What follows belongs to an exercise in optimizing a design on an open flow for small area and a short achievable clock period; a production flow would make more cautious choices.
Function was not checked in any run shown here: the RTL went through the layout flow alone.
Power figures rest on the tool's default switching activity, not on a simulated workload.

===== design/flow/config.mk =====
export PLATFORM = sky130hd
export DESIGN_NAME = gems_quantizer
export DESIGN_NICKNAME = gems_quantizer
export VERILOG_FILES = /design/flow/design.v
export SDC_FILE = /design/flow/constraint.sdc
export NUM_CORES = 4
export LEC_CHECK = 0
export CAP_MARGIN = 20
export CORE_MARGIN = 2
export CORE_UTILIZATION = 40
export SLEW_MARGIN = 20

===== design/flow/constraint.sdc =====
create_clock -name core_clock -period 25.0 [get_ports {clk}]
set_input_delay 5.0000 -clock core_clock [delete_from_list [all_inputs] [get_ports {clk}]]
set_output_delay 5.0000 -clock core_clock [all_outputs]
set_load 0.01 [all_outputs]

===== design/flow/design.v =====
module gems_quantizer (
    input  wire        clk,
    input  wire        rst,
    input  wire        in_valid,
    input  wire [13:0] fm_raw,
    input  wire [9:0]  psg_div,
    input  wire [6:0]  note_in,
    output reg         out_valid,
    output reg  [6:0]  fm_note,
    output reg  [6:0]  psg_note,
    output reg  [13:0] fm_freq
);
    reg        s1_valid;
    reg [13:0] s1_raw;
    reg [9:0]  s1_div;
    reg [6:0]  s1_note;
    always @(posedge clk) begin
        if (rst)
            s1_valid <= 1'b0;
        else
            s1_valid <= in_valid;
        s1_raw  <= fm_raw;
        s1_div  <= psg_div;
        s1_note <= note_in;
    end
    reg [3:0]  fm_z;
    reg [10:0] fm_h;
    reg        fm_zero;
    reg        fm_up;
    reg [3:0]  fm_semi;
    reg signed [5:0] fm_oct;
    reg [6:0]  fm_note_c;
    always @* begin
        fm_zero = (s1_raw[10:0] == 11'd0);
        casez (s1_raw[10:0])
            11'b1??????????: fm_z = 4'd0;
            11'b01?????????: fm_z = 4'd1;
            11'b001????????: fm_z = 4'd2;
            11'b0001???????: fm_z = 4'd3;
            11'b00001??????: fm_z = 4'd4;
            11'b000001?????: fm_z = 4'd5;
            11'b0000001????: fm_z = 4'd6;
            11'b00000001???: fm_z = 4'd7;
            11'b000000001??: fm_z = 4'd8;
            11'b0000000001?: fm_z = 4'd9;
            default:         fm_z = 4'd10;
        endcase
        fm_h  = s1_raw[10:0] << fm_z;
        fm_up = (fm_h >= 11'd1251);
        if      (fm_h < 11'd1053) fm_semi = 4'd8;
        else if (fm_h < 11'd1115) fm_semi = 4'd9;
        else if (fm_h < 11'd1181) fm_semi = 4'd10;
        else if (fm_h < 11'd1251) fm_semi = 4'd11;
        else if (fm_h < 11'd1326) fm_semi = 4'd0;
        else if (fm_h < 11'd1405) fm_semi = 4'd1;
        else if (fm_h < 11'd1489) fm_semi = 4'd2;
        else if (fm_h < 11'd1577) fm_semi = 4'd3;
        else if (fm_h < 11'd1670) fm_semi = 4'd4;
        else if (fm_h < 11'd1769) fm_semi = 4'd5;
        else if (fm_h < 11'd1875) fm_semi = 4'd6;
        else if (fm_h < 11'd1987) fm_semi = 4'd7;
        else                      fm_semi = 4'd8;
        fm_oct = $signed({3'd0, s1_raw[13:11]}) - $signed({2'd0, fm_z})
                 + $signed({5'd0, fm_up});
        if (fm_zero || fm_oct < 0)
            fm_note_c = 7'd0;
        else if (fm_oct > 7)
            fm_note_c = 7'd95;
        else
            fm_note_c = {fm_oct[2:0], 2'b00} + {1'b0, fm_oct[2:0], 3'b000}
                        + {3'd0, fm_semi};
    end
    reg [3:0]  ff_semi;
    reg [2:0]  ff_oct;
    reg [10:0] ff_fnum;
    always @* begin
        ff_oct  = s1_note / 7'd12;
        ff_semi = s1_note % 7'd12;
        case (ff_semi)
            4'd0:  ff_fnum = 11'd644;
            4'd1:  ff_fnum = 11'd682;
            4'd2:  ff_fnum = 11'd723;
            4'd3:  ff_fnum = 11'd766;
            4'd4:  ff_fnum = 11'd811;
            4'd5:  ff_fnum = 11'd859;
            4'd6:  ff_fnum = 11'd910;
            4'd7:  ff_fnum = 11'd965;
            4'd8:  ff_fnum = 11'd1022;
            4'd9:  ff_fnum = 11'd1083;
            4'd10: ff_fnum = 11'd1147;
            default: ff_fnum = 11'd1215;
        endcase
    end
    function [5:0] psg_k;
        input [9:0] d;
        begin
            if      (d >= 10'd989)  psg_k = 6'd1;
            else if (d >= 10'd933)  psg_k = 6'd2;
            else if (d >= 10'd881)  psg_k = 6'd3;
            else if (d >= 10'd831)  psg_k = 6'd4;
            else if (d >= 10'd785)  psg_k = 6'd5;
            else if (d >= 10'd741)  psg_k = 6'd6;
            else if (d >= 10'd699)  psg_k = 6'd7;
            else if (d >= 10'd660)  psg_k = 6'd8;
            else if (d >= 10'd623)  psg_k = 6'd9;
            else if (d >= 10'd588)  psg_k = 6'd10;
            else if (d >= 10'd555)  psg_k = 6'd11;
            else if (d >= 10'd524)  psg_k = 6'd12;
            else if (d >= 10'd494)  psg_k = 6'd13;
            else if (d >= 10'd467)  psg_k = 6'd14;
            else if (d >= 10'd441)  psg_k = 6'd15;
            else if (d >= 10'd416)  psg_k = 6'd16;
            else if (d >= 10'd393)  psg_k = 6'd17;
            else if (d >= 10'd371)  psg_k = 6'd18;
            else if (d >= 10'd350)  psg_k = 6'd19;
            else if (d >= 10'd330)  psg_k = 6'd20;
            else if (d >= 10'd311)  psg_k = 6'd21;
            else if (d >= 10'd294)  psg_k = 6'd22;
            else if (d >= 10'd277)  psg_k = 6'd23;
            else if (d >= 10'd262)  psg_k = 6'd24;
            else if (d >= 10'd247)  psg_k = 6'd25;
            else if (d >= 10'd233)  psg_k = 6'd26;
            else if (d >= 10'd220)  psg_k = 6'd27;
            else if (d >= 10'd208)  psg_k = 6'd28;
            else if (d >= 10'd196)  psg_k = 6'd29;
            else if (d >= 10'd185)  psg_k = 6'd30;
            else if (d >= 10'd175)  psg_k = 6'd31;
            else if (d >= 10'd165)  psg_k = 6'd32;
            else if (d >= 10'd156)  psg_k = 6'd33;
            else if (d >= 10'd147)  psg_k = 6'd34;
            else if (d >= 10'd139)  psg_k = 6'd35;
            else if (d >= 10'd131)  psg_k = 6'd36;
            else if (d >= 10'd124)  psg_k = 6'd37;
            else if (d >= 10'd117)  psg_k = 6'd38;
            else if (d >= 10'd110)  psg_k = 6'd39;
            else if (d >= 10'd104)  psg_k = 6'd40;
            else if (d >= 10'd98)   psg_k = 6'd41;
            else if (d >= 10'd93)   psg_k = 6'd42;
            else if (d >= 10'd88)   psg_k = 6'd43;
            else if (d >= 10'd83)   psg_k = 6'd44;
            else if (d >= 10'd78)   psg_k = 6'd45;
            else if (d >= 10'd74)   psg_k = 6'd46;
            else if (d >= 10'd69)   psg_k = 6'd47;
            else if (d >= 10'd66)   psg_k = 6'd48;
            else if (d >= 10'd62)   psg_k = 6'd49;
            else if (d >= 10'd59)   psg_k = 6'd50;
            else if (d >= 10'd55)   psg_k = 6'd51;
            else if (d >= 10'd52)   psg_k = 6'd52;
            else if (d >= 10'd49)   psg_k = 6'd53;
            else if (d >= 10'd47)   psg_k = 6'd54;
            else if (d >= 10'd44)   psg_k = 6'd55;
            else if (d >= 10'd41)   psg_k = 6'd56;
            else if (d >= 10'd39)   psg_k = 6'd57;
            else if (d >= 10'd37)   psg_k = 6'd58;
            else if (d >= 10'd35)   psg_k = 6'd59;
            else if (d >= 10'd33)   psg_k = 6'd60;
            else if (d >= 10'd31)   psg_k = 6'd61;
            else if (d >= 10'd29)   psg_k = 6'd62;
            else                    psg_k = 6'd63;
        end
    endfunction
    wire [5:0] ps_k = psg_k(s1_div);
    always @(posedge clk) begin
        if (rst)
            out_valid <= 1'b0;
        else
            out_valid <= s1_valid;
        fm_note  <= fm_note_c;
        psg_note <= {ps_k[5], ~ps_k[5], ps_k[4:0]};
        fm_freq  <= {ff_oct, ff_fnum};
    end
endmodule

===== design/flow/run.sh =====
#!/bin/bash
# synth_recipe.tcl (not shown) runs the flow's synth.tcl, then flattens the netlist and writes it again
# the make line also repeats each setting of config.mk as NAME=value (left out here)
make -C /OpenROAD-flow-scripts/flow DESIGN_CONFIG=/design/flow/config.mk WORK_HOME=/design/flow/orfs CLKGATE_MAP_FILE= SYNTH_SCRIPT=/design/flow/synth_recipe.tcl finish

==> run_results.csv, run 1 <==
group,metric,value,unit
critical_path,critPathTopFamily,"buffers and inverters",
synth,yosys_most_used_dff,"dfxtp_1",
sta,hold_violations,0,
floorplan,die_h,107,µm
critical_path,r2r_end,"fm_note[5]$_SDFF_PP0_",
sta,rsz0062_at_grt,"false",
synth,synth_nets,630,
critical_path,required,20000,ps
floorplan,initial_utilization,41.2,%
critical_path,criticalPathCategory,"reg -> out",
sta,worstMarginPinSlew,1010,ps
sta,fin_crit,6230,ps
synth,avgSynthCellArea,7.37,µm²
clock_tree,ctsHoldBuffers,0,
synth,synth-edff-count,0,
critical_path,worstPathArrival,1230,ps
synth,synthTopCellsByArea,"dfxtp_1, a21oi_1, o21ai_0",
synth,yosysUniqueCellTypes,79,
min_path,whs_path_depth,1,
clock_tree,post_cts_resized,0,
outcome,outcome,"timing/DRC/antenna clean",
critical_path,r2r-start,"s1_raw[7]$_DFF_P_",
detailed_routing,drtPass1Iterations,5,
detailed_routing,avgRoutedWirePerCell,15.6,µm
grt,grt_max_degree,32,
clock_tree,postCtsSetupRepairBufs,0,
floorplan,die_area,11500,µm²
layout,syn_to_final_growth,19.3,%
placement,placed_area,4890,µm²
critical_path,worstPathCellList,"clkdlybuf4s50_1",
floorplan,rows,37,
critical_path,reg2reg_depth,17,
layout,diodes,0,
clock_tree,clk_latency,360,ps
min_path,holdPathEnd,"out_valid$_SDFF_PP0_",
clock_tree,clk_pin_slew_worst_paths,80,ps
clock_tree,cts_tree,"yes",
placement,place_hpwl,8530,µm
critical_path,worstSetupEndpointType,"primary output",
clock_tree,cts-root-buf,"clkbuf_8",
layout,postLayoutCellArea,5070,µm²
synth,yosys_warnings,1,
grt,grt_overflow,0,
power_and_ir_drop,pwr-share-clk,28.0,%
floorplan,ios,63,
critical_path,cp_max_fo,1,
min_path,min_from,"s1_valid$_SDFF_PP0_",
floorplan,core,10300,µm²
synth,synthArstFlopShare,0,%
power_and_ir_drop,p_comb_share,31.5,%
grt,grt_pass1_vias,4112,
grt,grt.total_usage,21.1,%
sta,finClkSkew,6.06,ps
detailed_routing,num_vias,4451,
critical_path,cp-start-kind,"flip-flop",
sta,timing.slew.headroom,31.9,%
placement,port_buffers,62,
critical_path,cp.buffers_inverters,1,
grt,antenna_found_initial,0,
clock_tree,htree_levels,3,
power_and_ir_drop,switching_share,34.9,%
layout,drive_gt1_share,6.31,%
clock_tree,clock_path_buffers,2,
synth,synth.largest_area_cell,"dfxtp_1",
synth,syn-cell-area,4250,µm²
sta,fmax,161,MHz
floorplan,dieWidth,107,µm
detailed_routing,drtIter0Drc,293,
layout,fin_nets,666,
detailed_routing,vias_per_cell,5.90,
detailed_routing,ant_nets,0,
power_and_ir_drop,p_leak,0.00197,µW
detailed_routing,drc,0,
sta,whs,464,ps
sta,slew_viol_final,0,
synth,seq_area_frac_synth,28.7,%
power_and_ir_drop,p_int,190,µW
synth,synth_seq_cells,61,
sta,tns,0,ps
layout,fill_cells,1032,
critical_path,slowest_stage,"clkdlybuf4s50_1",
synth,synth_cells,577,
power_and_ir_drop,p_seq_share,40.4,%
power_and_ir_drop,peakVddDrop,0.0000374,V
clock_tree,cts_sinks,61,
power_and_ir_drop,power_density,57.6,nW/µm²
synth,synth_top_area_share,28.7,%
grt,grt_pass1_wl,19700,µm
job,drv_cap,0,
min_path,hold_path_class,"reg -> reg",
sta,fin_crit_sh,24.9,%
power_and_ir_drop,switchingPower,102,µW
critical_path,max_stage_delay,540,ps
clock_tree,cts_buffers,9,
sta,finalSetupViolCount,0,
critical_path,regToRegSetupSlack,19510,ps
detailed_routing,wl,11800,µm
placement,gp_congestion,0.928,
## state kept, by name, summed over array words and instances (netlist names)
name / cells
out_valid: 1
s1_raw: 14
fm_freq: 14
s1_valid: 1
s1_note: 7
psg_note: 7
fm_note: 7
s1_div: 10
## cells by family (layout without fill, tap and decap cells)
group           Yosys count  count (layout)  share of synthesized area, %
flops                    61              61                          28.7
fa+ha+maj                22              22                          6.83
buf+inv                  63             104                          6.12
compound gates          208             208                          31.6
simple gates            211             211                          24.1
xor+xnor                  7               7                          1.44
mux                       5               5                          1.18
## cells in the mapped netlist, drive strengths merged (4+ instances only)
cell type	instances
or3	4
o21ai	59
nand4	4
a21oi	62
nor2	49
nand3	17
or2	5
and3	7
dfxtp	61
a31oi	10
xor2	6
inv	23
nor2b	10
or4	5
o31ai	5
ha	16
nor3	19
mux2i	5
nand2	71
a21o	5
clkbuf	31
o22ai	4
o311ai	4
buf	8
o211ai	7
and2	8
nand2b	4
## power groups by stage
stage                     Sequential (µW)  Clock [µW]  Combinational [µW]
after CTS                             118        84.7                92.0
after global placement                120           0                90.8
after global routing                  119        89.1                 104
final                                 118        81.9                92.0
after detailed placement              120           0                91.3
after floorplan                       119           0                58.4
## worst reg2reg max path: stages, from the launching register on
cell      delay, ps
dfxtp_1         360
nor4_2          900
o211ai_1        430
nand3_1         290
nand2_1         160
a221oi_2        440
nor2_1          150
and3_1          210
or3_1           430
ha_1            230
ha_1            360
fa_1            520
ha_1            170
inv_1            60
fa_1            380
xnor2_1         150
nand2_1          70
nor2_1          110
## layer usage
layer  global-route usage [%]  share of wire [%]  vias up
li1                         -                  -     2172
met1                     26.2                 44     2072
met2                     34.8                 48      175
met3                     3.95                5.4       32
met4                     10.9                3.3        0
met5                        0                  0        -
## worst max path at each step
stage | startpoint | endpoint | cells after the start
global route | fm_freq[2]$_DFF_P_ | fm_freq[2] | 1
finish | fm_freq[7]$_DFF_P_ | fm_freq[7] | 1
detailed placement | fm_note[5]$_SDFF_PP0_ | fm_note[5] | 1
global placement | fm_freq[6]$_DFF_P_ | fm_freq[6] | 1
CTS | fm_freq[7]$_DFF_P_ | fm_freq[7] | 1
floorplan | fm_freq[0]$_DFF_P_ | fm_freq[0] | 0
## layout make-up
cell class / instances / area, µm² / share of cell area (%)
clock inverter: 7 / 60.1 / 1.18
sequential: 61 / 1220 / 24.1
timing repair buffer: 64 / 636 / 12.5
clock buffer: 9 / 124 / 2.44
inverter: 24 / 90.1 / 1.78
multi-input combinational: 453 / 2770 / 54.6
tap: 136 / 170 / 3.36
## through the flow
step | setup slack (ps) | total power [µW] | std cells | util [%]
after CTS | 18750 | 295 | 754 | 49.1
after global placement | 19180 | 210 | 738 | 47.3
final | 18770 | 292 | 754 | 49.1
after floorplan | 19670 | 177 | 577 | -
after global routing | 18720 | 312 | 754 | 49.1
after detailed placement | 19160 | 211 | 738 | 47.3
## layout by cell type (no fill, tap or decap), types with 6 or more instances in the layout
master	count
a31oi_1	10
a21oi_1	62
inv_1	22
o211ai_1	6
and2_1	8
nand2_1	70
clkdlybuf4s50_1	62
ha_1	16
clkbuf_8	9
nor2b_1	10
xor2_1	6
nand3_1	17
and3_1	6
nor2_1	48
nor3_1	18
o21ai_0	58
dfxtp_1	61
==> inputs of run 2 (changes only) <==
==> design/flow/flow/run.sh (new file) <==
#!/bin/bash
# Standard ORFS layout (the standard.sh) with two changes to how the
# layout is made: the port buffers use a small plain buffer instead of the
# delay buffer the resizer picks by default, and CTS inserts no dummy loads.
set -euo pipefail
export BUFFER_PORTS_ARGS="-buffer_cell sky130_fd_sc_hd__buf_1"
export CTS_ARGS="-sink_clustering_enable -repair_clock_nets -dont_use_dummy_load"
bash standard.sh > standard_make.log 2>&1
==> design/flow/standard.sh (new file) <==
#!/bin/bash
# synth_recipe.tcl (not shown) runs the flow's synth.tcl, then flattens the netlist and writes it again
# the make line also repeats each setting of config.mk as NAME=value (left out here)
make -C /OpenROAD-flow-scripts/flow DESIGN_CONFIG=/design/flow/config.mk WORK_HOME=/design/flow/orfs CLKGATE_MAP_FILE= SYNTH_SCRIPT=/design/flow/synth_recipe.tcl "${@:-finish}"
--- a/design/flow/config.mk
+++ b/design/flow/config.mk
@@ -6,6 +6,7 @@
 export NUM_CORES = 4
 export LEC_CHECK = 0
+export ABC_AREA = 1
 export CAP_MARGIN = 20
 export CORE_MARGIN = 2
-export CORE_UTILIZATION = 40
+export CORE_UTILIZATION = 60
 export SLEW_MARGIN = 20
removed: design/flow/run.sh
==> run 2 against run 1 <==
Compared with the run above: fmax increased by 7.0%; area after synthesis fell by 2.8%; total power down 8.9%; via count grew 2.7%; synthesized cell count increased by 12%; non-clock buffer count decreased by 2; combinational power down 6.3%; register-to-register slack improved by 50 ps; largest cell class unchanged; largest power group unchanged.
==> run_results.csv, run 2 <==
group,metric,value,unit
placement,pre_cts_ws,19550,ps
sta,fmax,172,MHz
critical_path,endpoint,"fm_freq[0]",
placement,place_hpwl,9020,µm
floorplan,die_area,7570,µm²
critical_path,max_stage_delay,320,ps
detailed_routing,avgRoutedWirePerCell,14.4,µm
placement,port_buffers,62,
clock_tree,cts_buffers,9,
clock_tree,clk_pin_slew_worst_paths,60,ps
detailed_routing,drtIter0Drc,324,
outcome,outcome,"timing/DRC/antenna clean",
power_and_ir_drop,p_leak,0.00220,µW
critical_path,worstSetupEndpointType,"primary output",
critical_path,worstPathCellList,"buf_1",
synth,synth_nets,702,
clock_tree,ctsHoldBuffers,0,
floorplan,core,6720,µm²
synth,synth_cells,649,
synth,muxShareOfSynthArea,0,%
placement,placed_area,4420,µm²
power_and_ir_drop,power_density,58.5,nW/µm²
critical_path,r2r-start,"s1_raw[10]$_DFF_P_",
synth,yosys_most_used_dff,"dfxtp_1",
synth,synth-edff-count,0,
clock_tree,clock_path_buffers,2,
synth,yosysUniqueCellTypes,47,
synth,synth-adder-area-share,6.30,%
clock_tree,cts_sinks,61,
layout,postLayoutCellArea,4540,µm²
floorplan,initial_utilization,61.5,%
power_and_ir_drop,peakVddDrop,0.0000460,V
synth,synthTopCellsByArea,"dfxtp_1, nand2_1, inv_1",
synth,synth_compound_area_share,20.7,%
sta,finClkSkew,19.3,ps
clock_tree,post_cts_resized,0,
synth,synth_top_area_share,29.5,%
critical_path,critPathTopFamily,"flip-flops",
critical_path,cp.buffers_inverters,1,
layout,diodes,0,
sta,fin_ws,19180,ps
grt,antenna_found_initial,0,
sta,rsz0062_at_grt,"false",
placement,gp_congestion,0.995,
synth,seq_area_frac_synth,29.5,%
floorplan,dieWidth,87.0,µm
clock_tree,clk_latency,340,ps
critical_path,regToRegSetupSlack,19560,ps
synth,avgSynthCellArea,6.37,µm²
min_path,whs_path_depth,2,
detailed_routing,ant_nets,0,
layout,layout_commonest_cell,"nand2_1",
clock_tree,cts-root-buf,"clkbuf_8",
sta,fin_crit_sh,23.3,%
floorplan,die_h,87.0,µm
synth,synth.largest_area_cell,"dfxtp_1",
critical_path,worstPathArrival,820,ps
clock_tree,cts_tree,"yes",
synth,synthTopCellsByCount,"nand2_1, inv_1, nor2_1",
min_path,hold_path_class,"reg -> reg",
synth,synthArstFlopShare,0,%
critical_path,r2r_end,"fm_note[5]$_SDFF_PP0_",
sta,worstMarginPinSlew,952,ps
detailed_routing,drtPass1Iterations,8,
synth,yosys.area_share.simple,31.8,%
layout,finalNonFillerCells,794,
critical_path,cp-start-kind,"flip-flop",
grt,grt_overflow,0,
sta,slew_viol_final,0,
sta,timing.slew.headroom,36.0,%
layout,top_regs,"fm_freq: 14 flops, s1_raw: 14 flops, s1_div: 10 flops",
sta,finalSetupViolCount,0,
floorplan,ios,63,
clock_tree,postCtsSetupRepairBufs,0,
critical_path,cp_max_fo,1,
layout,drive_gt1_share,5.18,%
clock_tree,htree_levels,3,
layout,fin_nets,769,
synth,yosys_warnings,1,
grt,grt_pass1_vias,4271,
synth,synth_xor_area_share,1.06,%
critical_path,worstSetupPathDepth,1,
grt,grt.total_usage,31.8,%
sta,fin_crit,5820,ps
detailed_routing,vias_per_cell,5.76,
critical_path,required,20000,ps
synth,yosysMostFrequentCell,"nand2_1",
sta,tns,0,ps
critical_path,setup.worst_path.start,"fm_freq[0]$_DFF_P_",
layout,mostFrequentLayoutCells,"nand2_1, inv_1, nor2_1",
grt,grt_pass1_wl,18900,µm
floorplan,rows,30,
critical_path,slowest_stage,"dfxtp_1",
placement,place_inst,785,
detailed_routing,num_vias,4570,
synth,synth_top_family_by_area,"simple AND/OR/NAND/NOR gates",
critical_path,criticalPathCategory,"reg -> out",
synth,syn-cell-area,4130,µm²
layout,syn_to_final_growth,9.93,%
detailed_routing,drc,0,
job,drv_cap,0,
synth,synth_seq_cells,61,
critical_path,reg2reg_depth,22,
sta,hold_violations,0,
grt,grt_max_degree,19,
detailed_routing,wl,11500,µm
[run 2: power breakdown]
part | total [µW] | switching, µW | leakage (µW) | internal [µW]
clock | 64.4 | 32.5 | 0.0000647 | 31.9
sequential | 115 | 5.92 | 0.000513 | 109
combinational | 86.2 | 57.1 | 0.00162 | 29.1
[run 2: layout make-up]
class | count | area [µm²]
Sequential cell | 61 | 1220
Clock buffer | 9 | 124
Fill cell | 597 | 2180
Multi-Input combinational cell | 478 | 2470
Tap cell | 80 | 100
Timing Repair Buffer | 62 | 233
Inverter | 104 | 392
[run 2: worst min path at each step]
| stage | from | end | slack [ps] |
|---|---|---|---|
| after floorplan | s1_valid$_SDFF_PP0_ | out_valid$_SDFF_PP0_ | 390 |
| after global placement | s1_valid$_SDFF_PP0_ | out_valid$_SDFF_PP0_ | 400 |
| after detailed placement | s1_valid$_SDFF_PP0_ | out_valid$_SDFF_PP0_ | 400 |
| after CTS | s1_valid$_SDFF_PP0_ | out_valid$_SDFF_PP0_ | 430 |
| after global routing | s1_valid$_SDFF_PP0_ | out_valid$_SDFF_PP0_ | 470 |
| final | s1_valid$_SDFF_PP0_ | out_valid$_SDFF_PP0_ | 430 |
[run 2: cells by family after synthesis]
| family | count (synthesis) |
|---|---|
| buffers and inverters | 110 |
| DFF | 61 |
| AOI/OAI and AO/OA | 147 |
| and+or+nand+nor | 307 |
| adders and majority gates | 19 |
| xor gates and xnor gates | 5 |
[run 2: layer usage]
layer / vias to the layer above / GRT usage [%] / wire length (µm)
li1: 2226 / - / -
met3: 60 / 7.39 / 959
met5: - / 0 / 0
met4: 0 / 16.6 / 550
met2: 262 / 56.8 / 5720
met1: 2022 / 34.9 / 4220
[run 2: per-stage QoR]
step                      util, %  hold slack, ps  power, µW
final                        67.6             426        266
after global routing         67.6             465        283
after detailed placement     65.8             397        202
after floorplan                 -             388        178
after global placement       65.8             400        198
after CTS                    67.6             426        266

-- afterwards: timing with drivers on the ports --
The results above use ideal ports. As a check the final layouts listed here were re-extracted and re-timed, cells and wires unchanged.
Step 1 (the two cells are an assumption about what drives the block):
set clk [get_ports {clk}]
set_driving_cell -lib_cell sky130_fd_sc_hd__clkbuf_16 $clk
set_driving_cell -lib_cell sky130_fd_sc_hd__buf_2 [delete_from_list [all_inputs] $clk]
Step 2 times the ports against the registers' clock, not the clock port: input delays grow and output delays shrink by t, the midpoint of the rising clock arrivals with the driver on.
Slacks: ideal ports / drivers / drivers and shift; pairs: ideal ports / drivers.
| run | t (ns) | setup slack, ns | hold WS [ns] | latest minus earliest clock arrival (ns) | worst register clock-pin slew, ns |
|---|---|---|---|---|---|
| run 1 | 0.394 | 18.771 / 18.737 / 19.130 | 0.464 / 0.464 / 0.464 | 0.009 / 0.009 | 0.08 / 0.08 |
| run 2 | 0.364 | 19.176 / 19.144 / 19.509 | 0.426 / 0.426 / 0.426 | 0.020 / 0.019 | 0.07 / 0.07 |
After both steps setup and hold are still met in every run listed.
